Context: an optimization exercise on an open-source flow, tuned for small area, a short achievable clock period and few clock cycles. The choices shown serve that exercise and are no tape-out recipe.
Function was checked by simulation only, so behaviour that the tests miss may differ from the original.
Power figures rest on the tool's default switching activity, not on a simulated workload.

**design/flow/config.mk**
```make
export PLATFORM = sky130hd
export DESIGN_NAME = fscv
export DESIGN_NICKNAME = fscv
export VERILOG_FILES = /design/flow/design.v
export SDC_FILE = /design/flow/constraint.sdc
export NUM_CORES = 4
export LEC_CHECK = 0
export CAP_MARGIN = 20
export CORE_MARGIN = 2
export CORE_UTILIZATION = 40
export PLACE_DENSITY = 0.6
export SLEW_MARGIN = 20
```
**design/flow/constraint.sdc**
```tcl
create_clock -name core_clock -period 10.0 [get_ports {clk}]
set_input_delay 2.0000 -clock core_clock [delete_from_list [all_inputs] [get_ports {clk}]]
set_output_delay 2.0000 -clock core_clock [all_outputs]
set_load 0.01 [all_outputs]
```
**design/flow/design.v**
```verilog
module fscv (
    input  wire        clk,
    input  wire        rst,
    input  wire        bus_wr,
    input  wire [17:0] bus_addr,
    input  wire [31:0] bus_wdata,
    output reg  [31:0] bus_rdata,
    input  wire        rx_valid,
    input  wire [7:0]  rx_data,
    output wire        rx_ready,
    output wire        tx_valid,
    output reg  [7:0]  tx_data,
    input  wire        tx_ready,
    input  wire        tick,
    output wire        irq
);
    localparam integer CAP = 64;           
    localparam [7:0] OP_NOP   = 8'h00, OP_LCS  = 8'h01, OP_DCS   = 8'h02,
                     OP_PSTEP = 8'h03, OP_PCLR = 8'h04, OP_READ  = 8'h05,
                     OP_WRITE = 8'h06, OP_FIND = 8'h07, OP_ABORT = 8'h0F;
    localparam [3:0] E_OK = 4'd0, E_TIMEOUT = 4'd1, E_SHORT = 4'd2, E_LCS = 4'd3,
                     E_DCS = 4'd4, E_OVF = 4'd5, E_NOTFOUND = 4'd6, E_RANGE = 4'd7,
                     E_ILLEGAL = 4'd8, E_ABORTED = 4'd9;
    localparam [3:0] PH_IDLE = 4'd0, PH_SYNC = 4'd1, PH_LENH = 4'd2, PH_LENL = 4'd3,
                     PH_LCS = 4'd4, PH_ACKPOST = 4'd5, PH_PAY = 4'd6, PH_DCS = 4'd7,
                     PH_POST = 4'd8;
    localparam [1:0] TS_TAG = 2'd0, TS_TAG2 = 2'd1, TS_LEN = 2'd2;
    reg [7:0]  txbuf [0:CAP-1];
    reg [7:0]  rxbuf [0:CAP-1];
    reg        cfg_ie;
    reg [7:0]  cfg_marker;
    reg        busy, done, is_ack, bwe;
    reg [1:0]  sync;
    reg [3:0]  err;
    reg [3:0]  phase;
    reg [7:0]  op;
    reg [23:0] arg;
    reg [3:0]  pend_err;
    reg [31:0] deadline;
    reg [31:0] elapsed;
    reg [15:0] tx_len;
    reg [16:0] tx_cnt;
    reg [15:0] rx_len;
    reg [15:0] rx_cnt;
    reg [7:0]  lcs_rx, dcs_rx, post_rx, dcs_calc;
    reg [31:0] rx_total;
    reg [15:0] win_base;
    reg [15:0] win_len;
    reg [7:0]  res;
    reg [15:0] tlv_off;
    reg [7:0]  tlv_len;
    reg        tlv_found;
    reg [8:0]  eng_idx;      
    reg [16:0] eng_rem;      
    reg [7:0]  eng_acc;      
    reg [6:0]  eng_end;      
    reg [1:0]  tlv_st;       
    reg        tlv_two;      
    reg [7:0]  tlv_tag;      
    reg [7:0]  tx_acc;       
    function [7:0] lcs_of;
        input [15:0] len;
        lcs_of = 8'd0 - (len[15:8] + len[7:0]);
    endfunction
    function [1:0] delta;
        input [1:0] s;
        input [7:0] b;
        begin
            if (b == 8'h00)
                delta = (s == 2'd1 || s == 2'd2) ? 2'd2 : 2'd1;
            else if (b == 8'hFF && s == 2'd2)
                delta = 2'd3;
            else
                delta = 2'd0;
        end
    endfunction
    wire [31:0] status_word = {8'd0, op, phase, err, 2'b00, sync, bwe, is_ack, done, busy};
    assign rx_ready = busy && (op == OP_READ) && (pend_err == 4'd0) && (elapsed < deadline);
    assign tx_valid = busy && (op == OP_WRITE) && (pend_err == 4'd0);
    assign irq      = cfg_ie && done;
    wire [16:0] tx_pay_idx = tx_cnt - 17'd6;
    wire [7:0]  tx_pay_byte = txbuf[tx_pay_idx[5:0]];
    wire [7:0]  eng_byte = arg[8] ? rxbuf[eng_idx[5:0]] : txbuf[eng_idx[5:0]];
    always @(*) begin
        tx_data = 8'h00;
        if (tx_valid) begin
            if (tx_cnt == 17'd2)
                tx_data = 8'hFF;
            else if (tx_cnt == 17'd3)
                tx_data = tx_len[15:8];
            else if (tx_cnt == 17'd4)
                tx_data = tx_len[7:0];
            else if (tx_cnt == 17'd5)
                tx_data = lcs_of(tx_len);
            else if (tx_cnt >= 17'd6 && tx_cnt < {1'b0, tx_len} + 17'd6)
                tx_data = tx_pay_byte;
            else if (tx_cnt == {1'b0, tx_len} + 17'd6)
                tx_data = tx_acc;
            else
                tx_data = 8'h00;
        end
    end
    wire        reg_region = (bus_addr[17:16] == 2'd0);
    wire        txb_region = (bus_addr[17:16] == 2'd1);
    wire        rxb_region = (bus_addr[17:16] == 2'd2);
    wire        buf_inrange = (bus_addr[15:6] == 10'd0);
    wire [3:0]  buf_word = bus_addr[5:2];
    wire        reg_hit = reg_region && (bus_addr[15:7] == 9'd0);
    wire [4:0]  reg_idx = bus_addr[6:2];
    always @(*) begin
        bus_rdata = 32'd0;
        if (reg_hit) begin
            case (reg_idx)
                5'd0:  bus_rdata = 32'h46530001;
                5'd1:  bus_rdata = {16'd0, cfg_marker, 7'd0, cfg_ie};
                5'd2:  bus_rdata = 32'd0;
                5'd3:  bus_rdata = status_word;
                5'd4:  bus_rdata = deadline;
                5'd5:  bus_rdata = elapsed;
                5'd6:  bus_rdata = {16'd0, tx_len};
                5'd7:  bus_rdata = {15'd0, tx_cnt};
                5'd8:  bus_rdata = {16'd0, rx_len};
                5'd9:  bus_rdata = {16'd0, rx_cnt};
                5'd10: bus_rdata = {dcs_calc, post_rx, dcs_rx, lcs_rx};
                5'd11: bus_rdata = rx_total;
                5'd12: bus_rdata = {16'd0, win_base};
                5'd13: bus_rdata = {16'd0, win_len};
                5'd14: bus_rdata = {24'd0, res};
                5'd15: bus_rdata = {7'd0, tlv_found, tlv_len, tlv_off};
                5'd16: bus_rdata = 32'h00400040;     
                default: bus_rdata = 32'd0;
            endcase
        end else if (txb_region && buf_inrange) begin
            bus_rdata = {txbuf[{buf_word, 2'd3}], txbuf[{buf_word, 2'd2}],
                         txbuf[{buf_word, 2'd1}], txbuf[{buf_word, 2'd0}]};
        end else if (rxb_region && buf_inrange) begin
            bus_rdata = {rxbuf[{buf_word, 2'd3}], rxbuf[{buf_word, 2'd2}],
                         rxbuf[{buf_word, 2'd1}], rxbuf[{buf_word, 2'd0}]};
        end
    end
    wire [31:0] w = bus_wdata;
    reg         w_defined;
    always @(*) begin
        case (w[7:0])
            OP_NOP, OP_PCLR, OP_READ, OP_WRITE, OP_ABORT:
                     w_defined = (w[31:8] == 24'd0);
            OP_LCS:  w_defined = (w[31:24] == 8'd0);
            OP_DCS:  w_defined = (w[31:17] == 15'd0) && (w[15:8] == 8'd0);
            OP_PSTEP: w_defined = (w[31:16] == 16'd0);
            OP_FIND: w_defined = (w[31:17] == 15'd0);
            default: w_defined = 1'b0;
        endcase
    end
    wire [16:0] win_end17 = {1'b0, win_base} + {1'b0, win_len};
    wire        win_bad   = (win_end17 > CAP);
    wire        txlen_bad = (tx_len > CAP);
    reg [3:0] w_check;
    always @(*) begin
        if (!w_defined)
            w_check = E_ILLEGAL;
        else if ((w[7:0] == OP_DCS || w[7:0] == OP_FIND) && win_bad)
            w_check = E_RANGE;
        else if (w[7:0] == OP_WRITE && txlen_bad)
            w_check = E_RANGE;
        else
            w_check = E_OK;
    end
    wire wr_reg   = bus_wr && reg_hit;
    wire wr_cfg   = wr_reg && reg_idx == 5'd1;
    wire wr_cmd   = wr_reg && reg_idx == 5'd2;
    wire wr_stat  = wr_reg && reg_idx == 5'd3;
    wire wr_dl    = wr_reg && reg_idx == 5'd4;
    wire wr_txlen = wr_reg && reg_idx == 5'd6;
    wire wr_wbase = wr_reg && reg_idx == 5'd12;
    wire wr_wlen  = wr_reg && reg_idx == 5'd13;
    wire wr_buf   = bus_wr && (txb_region || rxb_region);
    wire is_abort = (bus_wdata == 32'h0000000F);
    reg        fin;
    reg [3:0]  fin_code;
    wire [1:0] s_next = delta(sync, rx_data);
    wire [8:0] i1     = eng_idx + 9'd1;
    wire [9:0] i_end  = {1'b0, i1} + {2'b00, eng_byte};
    always @(posedge clk) begin
        fin      = 1'b0;
        fin_code = E_OK;
        if (rst) begin
            cfg_ie     <= 1'b0;
            cfg_marker <= 8'h5F;
            busy       <= 1'b0;
            done       <= 1'b0;
            is_ack     <= 1'b0;
            bwe        <= 1'b0;
            sync       <= 2'd0;
            err        <= E_OK;
            phase      <= PH_IDLE;
            op         <= 8'd0;
            arg        <= 24'd0;
            pend_err   <= 4'd0;
            deadline   <= 32'd1000;
            elapsed    <= 32'd0;
            tx_len     <= 16'd0;
            tx_cnt     <= 17'd0;
            rx_len     <= 16'd0;
            rx_cnt     <= 16'd0;
            lcs_rx     <= 8'd0;
            dcs_rx     <= 8'd0;
            post_rx    <= 8'd0;
            dcs_calc   <= 8'd0;
            rx_total   <= 32'd0;
            win_base   <= 16'd0;
            win_len    <= 16'd0;
            res        <= 8'd0;
            tlv_off    <= 16'd0;
            tlv_len    <= 8'd0;
            tlv_found  <= 1'b0;
        end else begin
            if (wr_cfg) begin
                cfg_ie <= bus_wdata[0];
                if (!busy)
                    cfg_marker <= bus_wdata[15:8];
            end
            if (wr_stat) begin
                if (bus_wdata[1]) done <= 1'b0;
                if (bus_wdata[3]) bwe <= 1'b0;
            end
            if (busy) begin
                if (wr_dl || wr_txlen || wr_wbase || wr_wlen || wr_buf || (wr_cmd && !is_abort))
                    bwe <= 1'b1;
            end else begin
                if (wr_dl)    deadline <= bus_wdata;
                if (wr_txlen) tx_len   <= bus_wdata[15:0];
                if (wr_wbase) win_base <= bus_wdata[15:0];
                if (wr_wlen)  win_len  <= bus_wdata[15:0];
                if (wr_buf && buf_inrange) begin
                    if (txb_region) begin
                        txbuf[{buf_word, 2'd0}] <= bus_wdata[7:0];
                        txbuf[{buf_word, 2'd1}] <= bus_wdata[15:8];
                        txbuf[{buf_word, 2'd2}] <= bus_wdata[23:16];
                        txbuf[{buf_word, 2'd3}] <= bus_wdata[31:24];
                    end else begin
                        rxbuf[{buf_word, 2'd0}] <= bus_wdata[7:0];
                        rxbuf[{buf_word, 2'd1}] <= bus_wdata[15:8];
                        rxbuf[{buf_word, 2'd2}] <= bus_wdata[23:16];
                        rxbuf[{buf_word, 2'd3}] <= bus_wdata[31:24];
                    end
                end
                if (wr_cmd && !is_abort) begin
                    busy     <= 1'b1;
                    done     <= 1'b0;
                    err      <= E_OK;
                    is_ack   <= 1'b0;
                    op       <= bus_wdata[7:0];
                    arg      <= bus_wdata[31:8];
                    pend_err <= w_check;
                    if (w_check == E_OK) begin
                        if (bus_wdata[7:0] == OP_READ) begin
                            phase    <= PH_SYNC;
                            sync     <= 2'd0;
                            elapsed  <= 32'd0;
                            rx_len   <= 16'd0;
                            rx_cnt   <= 16'd0;
                            lcs_rx   <= 8'd0;
                            dcs_rx   <= 8'd0;
                            post_rx  <= 8'd0;
                            dcs_calc <= 8'd0;
                            rx_total <= 32'd0;
                        end
                        if (bus_wdata[7:0] == OP_WRITE) begin
                            tx_cnt <= 17'd0;
                            tx_acc <= 8'd0;
                        end
                    end
                    eng_idx <= {1'b0, win_base[7:0]};
                    eng_rem <= {1'b0, win_len};
                    eng_acc <= 8'd0;
                    eng_end <= win_end17[6:0];
                    tlv_st  <= TS_TAG;
                    tlv_two <= 1'b0;
                    tlv_tag <= 8'd0;
                end
            end
            if (busy) begin
                if (pend_err != E_OK) begin
                    fin      = 1'b1;
                    fin_code = pend_err;
                end else begin
                    case (op)
                        OP_NOP: begin
                            fin = 1'b1;
                        end
                        OP_LCS: begin
                            res <= lcs_of(arg[15:0]);
                            fin = 1'b1;
                        end
                        OP_PSTEP: begin
                            sync <= delta(sync, arg[7:0]);
                            fin = 1'b1;
                        end
                        OP_PCLR: begin
                            sync <= 2'd0;
                            fin = 1'b1;
                        end
                        OP_DCS: begin
                            if (eng_rem == 17'd0) begin
                                res <= 8'd0 - eng_acc;
                                fin = 1'b1;
                            end else begin
                                eng_acc <= eng_acc + eng_byte;
                                eng_idx <= eng_idx + 9'd1;
                                eng_rem <= eng_rem - 17'd1;
                            end
                        end
                        OP_FIND: begin
                            if (eng_idx >= {2'b00, eng_end}) begin
                                tlv_off   <= 16'd0;
                                tlv_len   <= 8'd0;
                                tlv_found <= 1'b0;
                                fin      = 1'b1;
                                fin_code = E_NOTFOUND;
                            end else begin
                                case (tlv_st)
                                    TS_TAG: begin
                                        tlv_tag <= eng_byte;
                                        tlv_two <= (eng_byte == cfg_marker);
                                        tlv_st  <= (eng_byte == cfg_marker) ? TS_TAG2 : TS_LEN;
                                        eng_idx <= i1;
                                    end
                                    TS_TAG2: begin
                                        tlv_st  <= TS_LEN;
                                        eng_idx <= i1;
                                    end
                                    default: begin
                                        if (!tlv_two && tlv_tag == arg[7:0]) begin
                                            fin = 1'b1;
                                            if (i_end > {3'b000, eng_end}) begin
                                                tlv_off   <= 16'd0;
                                                tlv_len   <= 8'd0;
                                                tlv_found <= 1'b0;
                                                fin_code = E_NOTFOUND;
                                            end else begin
                                                tlv_off   <= {7'd0, i1};
                                                tlv_len   <= eng_byte;
                                                tlv_found <= 1'b1;
                                            end
                                        end else begin
                                            eng_idx <= i_end[8:0];
                                            tlv_st  <= TS_TAG;
                                        end
                                    end
                                endcase
                            end
                        end
                        OP_READ: begin
                            if (elapsed >= deadline) begin
                                fin = 1'b1;
                                fin_code = (phase == PH_LENH || phase == PH_LENL || phase == PH_LCS)
                                           ? E_SHORT : E_TIMEOUT;
                            end else begin
                                if (rx_valid) begin
                                    if (rx_total != 32'hFFFFFFFF)
                                        rx_total <= rx_total + 32'd1;
                                    case (phase)
                                        PH_SYNC: begin
                                            sync <= s_next;
                                            if (s_next == 2'd3)
                                                phase <= PH_LENH;
                                        end
                                        PH_LENH: begin
                                            rx_len <= {rx_data, 8'h00};
                                            phase  <= PH_LENL;
                                        end
                                        PH_LENL: begin
                                            rx_len[7:0] <= rx_data;
                                            phase <= PH_LCS;
                                        end
                                        PH_LCS: begin
                                            lcs_rx <= rx_data;
                                            if (rx_len == 16'd0 && rx_data == 8'hFF)
                                                phase <= PH_ACKPOST;
                                            else if (rx_data != lcs_of(rx_len)) begin
                                                fin = 1'b1;
                                                fin_code = E_LCS;
                                            end else if (rx_len > CAP) begin
                                                fin = 1'b1;
                                                fin_code = E_OVF;
                                            end else if (rx_len == 16'd0)
                                                phase <= PH_DCS;
                                            else
                                                phase <= PH_PAY;
                                        end
                                        PH_ACKPOST: begin
                                            post_rx <= rx_data;
                                            is_ack  <= 1'b1;
                                            fin = 1'b1;
                                        end
                                        PH_PAY: begin
                                            rxbuf[rx_cnt[5:0]] <= rx_data;
                                            dcs_calc <= dcs_calc - rx_data;
                                            rx_cnt   <= rx_cnt + 16'd1;
                                            if (rx_cnt + 16'd1 == rx_len)
                                                phase <= PH_DCS;
                                        end
                                        PH_DCS: begin
                                            dcs_rx <= rx_data;
                                            phase  <= PH_POST;
                                        end
                                        PH_POST: begin
                                            post_rx <= rx_data;
                                            fin = 1'b1;
                                            fin_code = (dcs_rx == dcs_calc) ? E_OK : E_DCS;
                                        end
                                        default: ;
                                    endcase
                                end
                                if (tick && !fin && !(wr_cmd && is_abort))
                                    elapsed <= elapsed + 32'd1;
                            end
                        end
                        OP_WRITE: begin
                            if (tx_ready) begin
                                tx_cnt <= tx_cnt + 17'd1;
                                if (tx_cnt >= 17'd6 && tx_cnt < {1'b0, tx_len} + 17'd6)
                                    tx_acc <= tx_acc - tx_pay_byte;
                                if (tx_cnt == {1'b0, tx_len} + 17'd7)
                                    fin = 1'b1;
                            end
                        end
                        default: begin
                            fin = 1'b1;
                        end
                    endcase
                end
                if (wr_cmd && is_abort && !fin) begin
                    fin      = 1'b1;
                    fin_code = E_ABORTED;
                end
                if (fin) begin
                    busy <= 1'b0;
                    done <= 1'b1;
                    err  <= fin_code;
                end
            end
        end
    end
endmodule
```
**design/flow/run.sh**
```bash
#!/bin/bash
# synth_recipe.tcl (not shown) runs the flow's synth.tcl, then flattens the netlist and writes it again
# the make line also repeats each setting of config.mk as NAME=value (left out here)
make -C /OpenROAD-flow-scripts/flow DESIGN_CONFIG=/design/flow/config.mk WORK_HOME=/design/flow/orfs CLKGATE_MAP_FILE= SYNTH_SCRIPT=/design/flow/synth_recipe.tcl finish
```
==> results.cfg <==
[run_status]
run_status = finished clean

[clock_tree]
htreeDepth = 4
cts_num_sinks = 1390
cts-resized-gates = 0
number_of_hold_repair_buffers_added_at_the_cts_stage = 0
clk_latency_ns = 0.85
clock-root-buffer = clkbuf_16
clk_pin_slew_ns = 0.06
clock_path_buffers = 3
cts_setup_buffers = 0
clock_tree_from_tritoncts = built
cts_made_buffers = 158

[timing]
finalHoldWorstSlack_ns = 0.4578
final-hold-violation-count = 0
fin_skew_ns = 0.05598
rsz0062_at_grt = no
setup_violations = 0
finalCritPeriodShare_pct = 84.79
timing.max_slew.rel_slack_pct = 17.88
timing.final.max_slew_violations = 0
timing.fmax_mhz = 117.9
timing.setup.tns_ns = 0
worstMarginPinSlew_ns = 1.230
period_needed_ns = 8.479

[drt]
detail_route.first_pass.iterations = 8
routed-via-count = 65310
detail_route.wl_per_cell_um = 34.82
routed_via_density = 6.763
drt_first_iter_violations = 10460
ant_nets = 0
totalWireLength_mm = 336.2
drc_errors = 0

[placed_design]
postPlaceCellArea_um2 = 88180
buffer_ports.inserted = 104
place.detailed.hpwl_mm = 231.3
routabilityCongestion = 1.032

[pwr]
finalPower_mw = 13.82
seq_power_share_pct = 45.4
power.density_nw_per_um2 = 147.7
ir_drop_mv = 0.1202
clock_power_share_pct = 43.8
power.share.switching_pct = 25.98
p_leak_nw = 30.81
comb_power_share_pct = 10.8
p_sw_mw = 3.591
p_int_mw = 10.23

[grt]
remaining_overflow_grt = 0
maximum_number_of_pins_on_one_net_before_global_route_repair = 131
first_global_vias = 61530
global_route_wire_length_before_repair_mm = 471.1
initial_antenna_violation_count = 21
grt_util_all_layers_pct = 30.99

[synth]
postSynth.topFlopCell = edfxtp_1
post-synth-top-count-cell = edfxtp_1
syn_area_per_cell_um2 = 12.37
count_of_flip_flops_with_a_built_in_enable_after_synthesis = 1084
yosys_register_bits = 1390
synth_top_cell_by_area = edfxtp_1
synth-async-reset-ratio_pct = 0
yosysSeqAreaShare_pct = 46.05
mappedNetlistNets = 7027
synth_top_cells_by_area = edfxtp_1 (39%), mux4_2 (18%), dfxtp_1 (7.3%)
synth.lib_cells_used.distinct = 90
synthesis.yosys.warnings = 1
netlist_area_um2 = 83990
yosysTopAreaCellShare_pct = 38.76
synthesis.instances = 6789
synthTopCellsByCount = edfxtp_1 (1,084), mux4_2 (680), nand2_1 (626)

[worst_setup_path]
critical_path.most_common_cell = clkdlybuf4s50_1
critical-path-slowest-cell = o22ai_1
critical_path.max_fanout = 15
critical-path-max-stage-delay_ns = 0.95
setup.worst_path.class = primary input to output port
crit_path_end_kind = output port
path_delay_family = simple AND/OR/NAND/NOR gates
path_buf_inv = 3
timing.critical_path.cells = clkdlybuf4s50_1 -> nor4_1 -> nand3_1 -> nor2_1 -> and2_1 -> buf_4 -> a32oi_1 -> o22ai_1 -> clkdlybuf4s50_1
timing.critical_path.required_ns = 8.00
critPathLaunchType = primary input
critPathArrivalTime_ns = 6.48

[flow_run]
cap_violations = 0

[floorplanning]
die_w_um = 462.2
die_footprint_um2 = 213700
floorplan.rows = 168
pin_count = 107
initial_utilization_pct = 40.16
core_area_um2 = 209200
die-height_um = 462.2

[hold_path]
hold_path.class = flop to flop

[layout]
area_delta_synth_final_pct = 11.44
nets = 6947
final_layout_size_suffix_gt1_share_pct = 25.90
final_design_area_no_fill_um2 = 93600
==> sequential cells by signal, summed over array words and instances (netlist names), 9 cells and up, named ones only <==
register / count
rxbuf: 512
txbuf: 512
deadline: 32
elapsed: 32
rx_total: 32
eng_rem: 17
tx_cnt: 17
arg: 16
rx_cnt: 16
rx_len: 16
tx_len: 16
win_base: 16
win_len: 16
eng_idx: 9
tlv_off: 9
==> stage by stage <==
| step | cells | worst slack (ns) | util (%) |
|---|---|---|---|
| 6_report | 9657 | 1.521 | 44.75 |
| 5_1_grt | 9649 | 1.576 | 44.74 |
| 4_1_cts | 9645 | 1.771 | 44.71 |
| 3_5_place_dp | 9352 | 2.035 | 42.16 |
| 3_3_place_gp | 9352 | 2.049 | 42.16 |
| 2_1_floorplan | 6789 | 3.393 | - |
==> placed cells by master, fill, tap and decap left out, types with 33 or more instances in the layout <==
master              n
nand4_1            81
clkbuf_16         165
nor2_1            279
a221oi_1           35
nor2b_1            40
mux2i_1           211
nand2_1           626
clkdlybuf4s50_1    60
xnor2_1           113
inv_1             162
o22ai_1            45
ha_1              165
edfxtp_1         1084
or3_1              42
dfxtp_1           298
nand3_1           225
a32oi_1            38
xor2_1             54
mux2_2            428
clkbuf_1           33
nor4_1             33
buf_2              39
a21oi_1           345
mux4_2            680
nor3_1             63
a22oi_1           160
a31oi_1            34
buf_4             237
a22o_1             50
o21ai_0           337
and3_1             57
==> routing by layer <==
layer	part of all wire (%)	GRT usage, %	wire length (um)
met5	0.037	0	125
met1	36	39.77	122500
met3	13	9.371	43250
met4	7.5	19.38	25310
met2	43	45.79	145000
==> area by class of cell <==
| type | count | area, um^2 |
|---|---|---|
| clock buffer | 209 | 4404 |
| inverter | 166 | 624.3 |
| multi-input combinational | 4644 | 42610 |
| clock inverter | 84 | 930.9 |
| tap | 2805 | 3510 |
| sequential | 1390 | 38700 |
| antenna | 10 | 25.02 |
| timing repair buffer | 349 | 2798 |
| fill | 18790 | 115600 |
==> power groups by stage <==
stage	sequential, mW	clock [mW]	combinational, mW
after CTS	6.27	6.08	1.44
after floorplan	6.37	0	0.871
final	6.27	6.06	1.49
after global placement	6.39	0	1.42
after global routing	6.27	6.30	1.53
after detailed placement	6.39	0	1.44
==> final timing paths <==
kind,from,end,slack [ns],cells after the start
worst min register to register,tlv_off[6],tlv_off[6],0.46,2
worst min-delay path,tlv_off[6],tlv_off[6],0.46,2
worst max-delay path,bus_addr[10],bus_rdata[4],1.52,9
worst max register to register,flop,err[1],2.11,19
==> tightest hold or removal path, delay by kind of cell, from the launching register on <==
kind,cells,cell delay [ns]
AO/OA/AOI/OAI,1,0.05
AND/OR/NAND/NOR,1,0.05
flip-flops,1,0.31
==> kinds of logic (layout without fill, tap and decap cells) <==
| family | Yosys count | count (layout) | synth area share (%) |
|---|---|---|---|
| simple gates | 1705 | 1705 | 9.804 |
| flops | 1390 | 1390 | 46.05 |
| mux | 1319 | 1319 | 26.49 |
| compound gates | 1276 | 1276 | 9.619 |
| buf+inv | 755 | 808 | 3.604 |
| fa+ha+maj | 174 | 174 | 2.664 |
| xor+xnor | 170 | 170 | 1.773 |
| other cells | 0 | 10 | 0 |
Testbench counts, summed over its fixed seeds: cycles 39,469.

[separate check: timing with driven ports]
In the flow no input, the clock included, has a driving cell. The finished layout below was timed again as built, in two steps.
Step 1: set_driving_cell puts a clkbuf_16 on clk and a buf_2 on each other input, an assumption about the parent block.
Step 2 also shifts input and output timing later by t, the mid clock arrival at the registers, as if the neighbouring blocks saw the same clock.
Slacks: no drivers / after step 1 / after step 2; pairs: no drivers / after step 1.
shift t [ns]: 0.900
setup slack, ns: 1.521 / 1.482 / 1.482
worst hold slack (ns): 0.458 / 0.458 / 0.458
worst slew at a driven data input, ns: 0.21
After both steps this run still meets setup and hold. The setup slack of this run moves by -0.039 ns with the drivers and by -0.039 ns with both steps.
